Source: an optimization exercise on an open RTL-to-GDS flow (aim: small area). Production flows keep margins and buffers that such runs may drop. Only simulation tests tie the RTL to the original design; equivalence was not proved. The flow treats the clock pin as an ideal source, which a real chip does not have. No activity file was given, so power comes from the tool's default toggle rates.

Setup of the baseline:
Design kmb, start of the top module:
module kmb (
    input  wire        clk,
    input  wire        rst,         
    input  wire [12:0] key_in,
    input  wire        btn_in,
    input  wire        tick_ms,
    input  wire        tx_ready,
    output wire        tx_valid,
    output wire [7:0]  tx_data,
    output wire        tx_last,
    output wire        led,
    output wire        overlay,
    output reg         res_valid,
    output reg  [2:0]  res_kind,
    output reg  [3:0]  res_line,
    output reg  [1:0]  res_slot
);
==> module kmb, before the edit <==
module kmb (
    input  wire        clk,
    input  wire        rst,         
    input  wire [12:0] key_in,
    input  wire        btn_in,
    input  wire        tick_ms,
    input  wire        tx_ready,
    output wire        tx_valid,
    output wire [7:0]  tx_data,
    output wire        tx_last,
    output wire        led,
    output wire        overlay,
    output reg         res_valid,
    output reg  [2:0]  res_kind,
    output reg  [3:0]  res_line,
    output reg  [1:0]  res_slot
);
    localparam [4:0] S_IDLE  = 5'd0;
    localparam [4:0] S_SCAN  = 5'd1;
    localparam [4:0] S_TXN0  = 5'd2;    
    localparam [4:0] S_TXN1  = 5'd3;    
    localparam [4:0] S_TXN2  = 5'd4;    
    localparam [4:0] S_WSET  = 5'd5;    
    localparam [4:0] S_FLASH = 5'd16;
    localparam [4:0] S_WON   = 5'd17;   
    localparam [4:0] S_FGAP  = 5'd18;
    localparam [4:0] S_WOFF  = 5'd19;   
    localparam [4:0] S_TOP   = 5'd20;
    localparam [4:0] S_CH    = 5'd21;
    localparam [4:0] S_TXC0  = 5'd22;   
    localparam [4:0] S_TXC1  = 5'd23;   
    localparam [4:0] S_CHW   = 5'd24;
    localparam [4:0] S_WCH   = 5'd25;   
    localparam [4:0] S_OCTDN = 5'd26;
    localparam [4:0] S_WDN   = 5'd27;   
    localparam [4:0] S_OCTUP = 5'd28;
    localparam [4:0] S_WUP   = 5'd29;   
    localparam [2:0] K_CLAIM    = 3'd0;
    localparam [2:0] K_FREE     = 3'd2;
    localparam [2:0] K_OVERFLOW = 3'd3;
    localparam [2:0] K_SPURIOUS = 3'd4;
    reg [4:0]  st;
    reg [12:0] cur;        
    reg [12:0] ack;        
    reg [3:0]  octave;
    reg [1:0]  preset;
    reg [3:0]  slot_k0, slot_k1, slot_k2, slot_k3;    
    reg [8:0]  cnt;        
    reg [2:0]  aux;        
    wire [12:0] pend = ack ^ cur;
    reg [3:0] line;
    integer i;
    always @(*) begin
        line = 4'd0;
        for (i = 12; i >= 0; i = i - 1)
            if (pend[i]) line = i[3:0];
    end
    wire any_pend = |pend;
    wire pressed  = cur[line];
    wire [3:0] hit;
    assign hit[0] = (slot_k0 == line);
    assign hit[1] = (slot_k1 == line);
    assign hit[2] = (slot_k2 == line);
    assign hit[3] = (slot_k3 == line);
    wire [3:0] free = {&slot_k3, &slot_k2, &slot_k1, &slot_k0};
    wire [1:0] hit_slot  = hit[0]  ? 2'd0 : hit[1]  ? 2'd1 : hit[2]  ? 2'd2 : 2'd3;
    wire [1:0] free_slot = free[0] ? 2'd0 : free[1] ? 2'd1 : free[2] ? 2'd2 : 2'd3;
    wire       arb_ok   = pressed ? (free != 4'd0) : (hit != 4'd0);
    wire [1:0] arb_slot = !arb_ok ? 2'd0 : pressed ? free_slot : hit_slot;
    wire [2:0] arb_kind = pressed ? (arb_ok ? K_CLAIM : K_OVERFLOW)
                                  : (arb_ok ? K_FREE  : K_SPURIOUS);
    wire in_wait = (st == S_WSET) || (st == S_WON) || (st == S_WOFF) ||
                   (st == S_WCH) || (st == S_WDN) || (st == S_WUP);
    wire done_150 = cnt[7] & cnt[4] & cnt[2] & cnt[1];
    wire done_100 = cnt[6] & cnt[5] & cnt[2];
    wire done_400 = cnt[8] & cnt[7] & cnt[4];
    wire done_50  = cnt[5] & cnt[4] & cnt[1];
    wire [7:0] note = {4'd0, res_line} + {4'd0, octave} * 8'd12;
    reg  [7:0] byte_o;
    reg        last_o;
    always @(*) begin
        byte_o = 8'h00;
        last_o = 1'b0;
        case (st)
            S_TXN0: byte_o = {3'b100, res_kind == K_CLAIM, 2'b00, res_slot};
            S_TXN1: byte_o = note;
            S_TXN2: begin byte_o = 8'h64; last_o = 1'b1; end
            S_TXC0: byte_o = {6'b101100, aux[1:0]};
            S_TXC1: begin byte_o = {6'd0, preset}; last_o = 1'b1; end
            default: ;
        endcase
    end
    assign tx_valid = (st == S_TXN0) || (st == S_TXN1) || (st == S_TXN2) ||
                      (st == S_TXC0) || (st == S_TXC1);
    assign tx_data  = byte_o;
    assign tx_last  = last_o;
    assign led      = (st == S_WON) || (st == S_FGAP);
    assign overlay  = st[4];
    always @(posedge clk) begin
        cnt <= in_wait ? cnt + {8'd0, tick_ms} : 9'd0;
        if (rst) begin
            st        <= S_IDLE;
            ack       <= 13'd0;
            octave    <= 4'd5;
            preset    <= 2'd0;
            slot_k0   <= 4'hF;
            slot_k1   <= 4'hF;
            slot_k2   <= 4'hF;
            slot_k3   <= 4'hF;
            res_valid <= 1'b0;
            res_kind  <= 3'd0;
            res_line  <= 4'd0;
            res_slot  <= 2'd0;
        end else begin
            res_valid <= 1'b0;
            case (st)
                S_IDLE: begin
                    cur <= key_in;
                    aux <= 3'd0;
                    if (btn_in) st <= S_FLASH;
                    else        st <= S_SCAN;
                end
                S_SCAN: begin
                    if (!any_pend) begin
                        st <= S_IDLE;
                    end else begin
                        ack[line] <= pressed;
                        res_valid <= 1'b1;
                        res_kind  <= arb_kind;
                        res_line  <= line;
                        res_slot  <= arb_slot;
                        if (arb_ok) begin
                            case (arb_slot)
                                2'd0: slot_k0 <= pressed ? line : 4'hF;
                                2'd1: slot_k1 <= pressed ? line : 4'hF;
                                2'd2: slot_k2 <= pressed ? line : 4'hF;
                                default: slot_k3 <= pressed ? line : 4'hF;
                            endcase
                            st <= S_TXN0;
                        end
                    end
                end
                S_TXN0: if (tx_ready) st <= S_TXN1;
                S_TXN1: if (tx_ready) st <= S_TXN2;
                S_TXN2: if (tx_ready) st <= S_SCAN;
                S_WSET: if (done_50) st <= S_IDLE;
                S_FLASH: begin
                    if (aux[1:0] == preset) st <= S_TOP;
                    else                    st <= S_WON;
                end
                S_WON:  if (done_150) st <= S_FGAP;
                S_FGAP: begin
                    aux <= aux + 3'd1;
                    st  <= S_WOFF;
                end
                S_WOFF: if (done_150) st <= S_FLASH;
                S_TOP: begin
                    aux <= 3'd0;
                    if (btn_in) begin
                        st  <= S_CH;
                    end else begin
                        preset <= preset + 2'd1;
                        st     <= S_WSET;
                    end
                end
                S_CH: begin
                    if (aux[2])                st  <= S_OCTDN;
                    else if (key_in[aux[1:0]]) st  <= S_TXC0;
                    else                       aux <= aux + 3'd1;
                end
                S_TXC0: if (tx_ready) st <= S_TXC1;
                S_TXC1: if (tx_ready) st <= S_CHW;
                S_CHW: begin
                    aux <= aux + 3'd1;
                    st  <= S_WCH;
                end
                S_WCH: if (done_100) st <= S_CH;
                S_OCTDN: begin
                    if (key_in[11]) begin
                        if (octave != 4'd0) octave <= octave - 4'd1;
                        st <= S_WDN;
                    end else begin
                        st <= S_OCTUP;
                    end
                end
                S_WDN: if (done_400) st <= S_OCTUP;
                S_OCTUP: begin
                    if (key_in[12]) begin
                        if (octave < 4'd9) octave <= octave + 4'd1;
                        st <= S_WUP;
                    end else begin
                        st <= S_TOP;
                    end
                end
                S_WUP: if (done_400) st <= S_TOP;
                default: st <= S_IDLE;
            endcase
        end
    end
endmodule
Settings: LEC_CHECK=0, CAP_MARGIN=20, CORE_MARGIN=2, CORE_UTILIZATION=40, SLEW_MARGIN=20; clock period 10.0 ns.
standard.sh (not shown) runs the stock make flow with config.mk's settings and CLKGATE_MAP_FILE= SYNTH_SCRIPT=/design/flow/synth_recipe.tcl, a recipe that flattens the netlist after the stock synthesis.
==> flow/flow/run.sh <==
#!/bin/bash
# Own layout flow: the standard ORFS flow (standard.sh) with
#  - synthesis as standard (same script, same register mapping) except for
#    the combinational mapping: no full-adder extraction, and an ABC script
#    built on &deepsyn; it runs with four random seeds and keeps the netlist
#    with the smallest cell area,
#  - minimum-size port buffers,
#  - no timing-driven global placement,
#  - a two-level clock tree built by flow/cts_tree.tcl.
# Each tool's output goes to the logs ORFS writes under orfs/ and syn*/;
# this script's own output goes to run_*.log in the work folder.
set -euo pipefail
W=$PWD
F=$W/flow
sed "s#^source \$::env(SCRIPTS_DIR)/synth_preamble.tcl#&\nset abc_args [list -script \$::env(MY_ABC_SCRIPT) {*}\$lib_args {*}\$lib_dont_use_args -constr \$::env(OBJECTS_DIR)/abc.constr]#" \
    "$FLOW_HOME/scripts/synth.tcl" > "$W/synth_mod.tcl"
sed "s#\$::env(SCRIPTS_DIR)/synth.tcl#$W/synth_mod.tcl#" "$W/synth_recipe.tcl" > "$W/my_synth.tcl"

ARGS=(SYNTH_SCRIPT="$W/my_synth.tcl" ADDER_MAP_FILE= ABC_AREA=1 GPL_TIMING_DRIVEN=0
      BUFFER_PORTS_ARGS="-buffer_cell sky130_fd_sc_hd__buf_1"
      CTS_ARGS="-clk_nets clk -repair_clock_nets -dont_use_dummy_load"
      PRE_CTS_TCL="$F/cts_tree.tcl")

# synthesis with several ABC seeds, in parallel
SEEDS="0 1 2 3"
for s in $SEEDS; do
  sed "s/@SEED@/$s/" "$F/area.abc" > "$W/area_$s.abc"
  bash "$W/standard.sh" "${ARGS[@]}" WORK_HOME="$W/syn$s" MY_ABC_SCRIPT="$W/area_$s.abc" synth \
      > "$W/run_synth_$s.log" 2>&1 &
done
wait
best=""
best_area=""
for s in $SEEDS; do
  rpt="$W/syn$s/reports/sky130hd/kmb/base/synth_stat.txt"
  [[ -f "$rpt" ]] || continue
  a=$(awk '/Chip area/ {print $NF}' "$rpt")
  echo "seed $s: area $a" >> "$W/run_select.log"
  if [[ -z "$best" ]] || awk -v a="$a" -v b="$best_area" 'BEGIN {exit !(a < b)}'; then
    best=$s
    best_area=$a
  fi
done
echo "selected seed $best ($best_area)" >> "$W/run_select.log"
rm -rf "$W/orfs"
cp -a "$W/syn$best" "$W/orfs"
bash "$W/standard.sh" "${ARGS[@]}" MY_ABC_SCRIPT="$W/area_$best.abc" finish > "$W/run_flow.log" 2>&1
Other scripts of this flow, unchanged in this note and not shown: flow/flow/area.abc, flow/flow/cts_tree.tcl
Inputs modified between the baseline and the candidate:
--- a/flow/design.v
+++ b/flow/design.v
@@ -39,15 +39,15 @@
     localparam [2:0] K_FREE     = 3'd2;
     localparam [2:0] K_OVERFLOW = 3'd3;
     localparam [2:0] K_SPURIOUS = 3'd4;
     reg [4:0]  st;
-    reg [12:0] cur;        
+    reg [12:0] cur;
     reg [12:0] ack;        
     reg [3:0]  octave;
     reg [1:0]  preset;
     reg [3:0]  slot_k0, slot_k1, slot_k2, slot_k3;    
-    reg [8:0]  cnt;        
-    reg [2:0]  aux;        
+    wire [8:0] cnt = cur[8:0];     
+    wire [2:0] aux = cur[11:9];    
     wire [12:0] pend = ack ^ cur;
     reg [3:0] line;
     integer i;
     always @(*) begin
@@ -95,10 +95,30 @@
     assign tx_data  = byte_o;
     assign tx_last  = last_o;
     assign led      = (st == S_WON) || (st == S_FGAP);
     assign overlay  = st[4];
+    reg [2:0] aux_next;
+    always @(*) begin
+        aux_next = aux;
+        case (st)
+            S_FGAP:  aux_next = aux + 3'd1;
+            S_TOP:   aux_next = 3'd0;
+            S_CH:    if (!aux[2] && !key_in[aux[1:0]]) aux_next = aux + 3'd1;
+            S_CHW:   aux_next = aux + 3'd1;
+            default: ;
+        endcase
+    end
     always @(posedge clk) begin
-        cnt <= in_wait ? cnt + {8'd0, tick_ms} : 9'd0;
+        case (st)
+            S_IDLE: cur <= {key_in[12], btn_in ? 3'd0 : key_in[11:9], key_in[8:0]};
+            S_SCAN, S_TXN0, S_TXN1, S_TXN2: ;
+            default: begin
+                cur[8:0]  <= in_wait ? cnt + {8'd0, tick_ms} : 9'd0;
+                cur[11:9] <= aux_next;
+            end
+        endcase
+    end
+    always @(posedge clk) begin
         if (rst) begin
             st        <= S_IDLE;
             ack       <= 13'd0;
             octave    <= 4'd5;
@@ -114,10 +134,8 @@
         end else begin
             res_valid <= 1'b0;
             case (st)
                 S_IDLE: begin
-                    cur <= key_in;
-                    aux <= 3'd0;
                     if (btn_in) st <= S_FLASH;
                     else        st <= S_SCAN;
                 end
                 S_SCAN: begin
@@ -148,33 +166,25 @@
                     if (aux[1:0] == preset) st <= S_TOP;
                     else                    st <= S_WON;
                 end
                 S_WON:  if (done_150) st <= S_FGAP;
-                S_FGAP: begin
-                    aux <= aux + 3'd1;
-                    st  <= S_WOFF;
-                end
+                S_FGAP: st <= S_WOFF;
                 S_WOFF: if (done_150) st <= S_FLASH;
                 S_TOP: begin
-                    aux <= 3'd0;
                     if (btn_in) begin
                         st  <= S_CH;
                     end else begin
                         preset <= preset + 2'd1;
                         st     <= S_WSET;
                     end
                 end
                 S_CH: begin
-                    if (aux[2])                st  <= S_OCTDN;
-                    else if (key_in[aux[1:0]]) st  <= S_TXC0;
-                    else                       aux <= aux + 3'd1;
+                    if (aux[2])                st <= S_OCTDN;
+                    else if (key_in[aux[1:0]]) st <= S_TXC0;
                 end
                 S_TXC0: if (tx_ready) st <= S_TXC1;
                 S_TXC1: if (tx_ready) st <= S_CHW;
-                S_CHW: begin
-                    aux <= aux + 3'd1;
-                    st  <= S_WCH;
-                end
+                S_CHW: st <= S_WCH;
                 S_WCH: if (done_100) st <= S_CH;
                 S_OCTDN: begin
                     if (key_in[11]) begin
                         if (octave != 4'd0) octave <= octave - 4'd1;
==> results.txt <==
Per the final summary, the candidate finished and its layout is clean on timing, DRC and antenna.
As far as number of buffer cells added on primary ports goes, the baseline and the candidate are indistinguishable; the numbers are identical.
Delta (the candidate minus the baseline): average detailed-routed wire length per instance shrank by about 1.1%; global-route wire length before repair fell 1.7%.
Count of flip-flops with a built-in enable after synthesis in the candidate is 3 below the baseline.
The candidate vs. the baseline: clock network fraction of total power went down by 4.8 points.
Setup slack on the candidate is down relative to the baseline.
In the candidate relative to the baseline, area of the multi-input gates had gone up by a few percent.
STATUS final wirelength: the candidate wins against the baseline

==> what the ideal ports hide <==
How much do the figures lean on ideal ports? The routed layouts below were timed once more, with nothing changed but the port constraints. Step 1 sets driving cells, clkbuf_16 on the clock port and buf_2 on the other inputs (assumed; they add their load-dependent delay and slew). Step 2 also shifts input and output timing later by t, the mid clock arrival at the registers, as if the neighbouring blocks saw the same clock. a / b / c = ideal ports / drivers / drivers and shift; a / b = the first two.
| run | shift t [ns] | setup WS [ns] | worst setup path at the end | latest minus earliest clock arrival (ns) | cell pins on the clock port's net |
|---|---|---|---|---|---|
| the baseline | 0.483 | 4.784 / 4.784 / 4.784 | register to register | 0.009 / 0.009 | 1 |
| the candidate | 0.482 | 4.695 / 4.695 / 4.695 | register to register | 0.011 / 0.012 | 1 |
After both steps setup and hold are still met in every run listed.
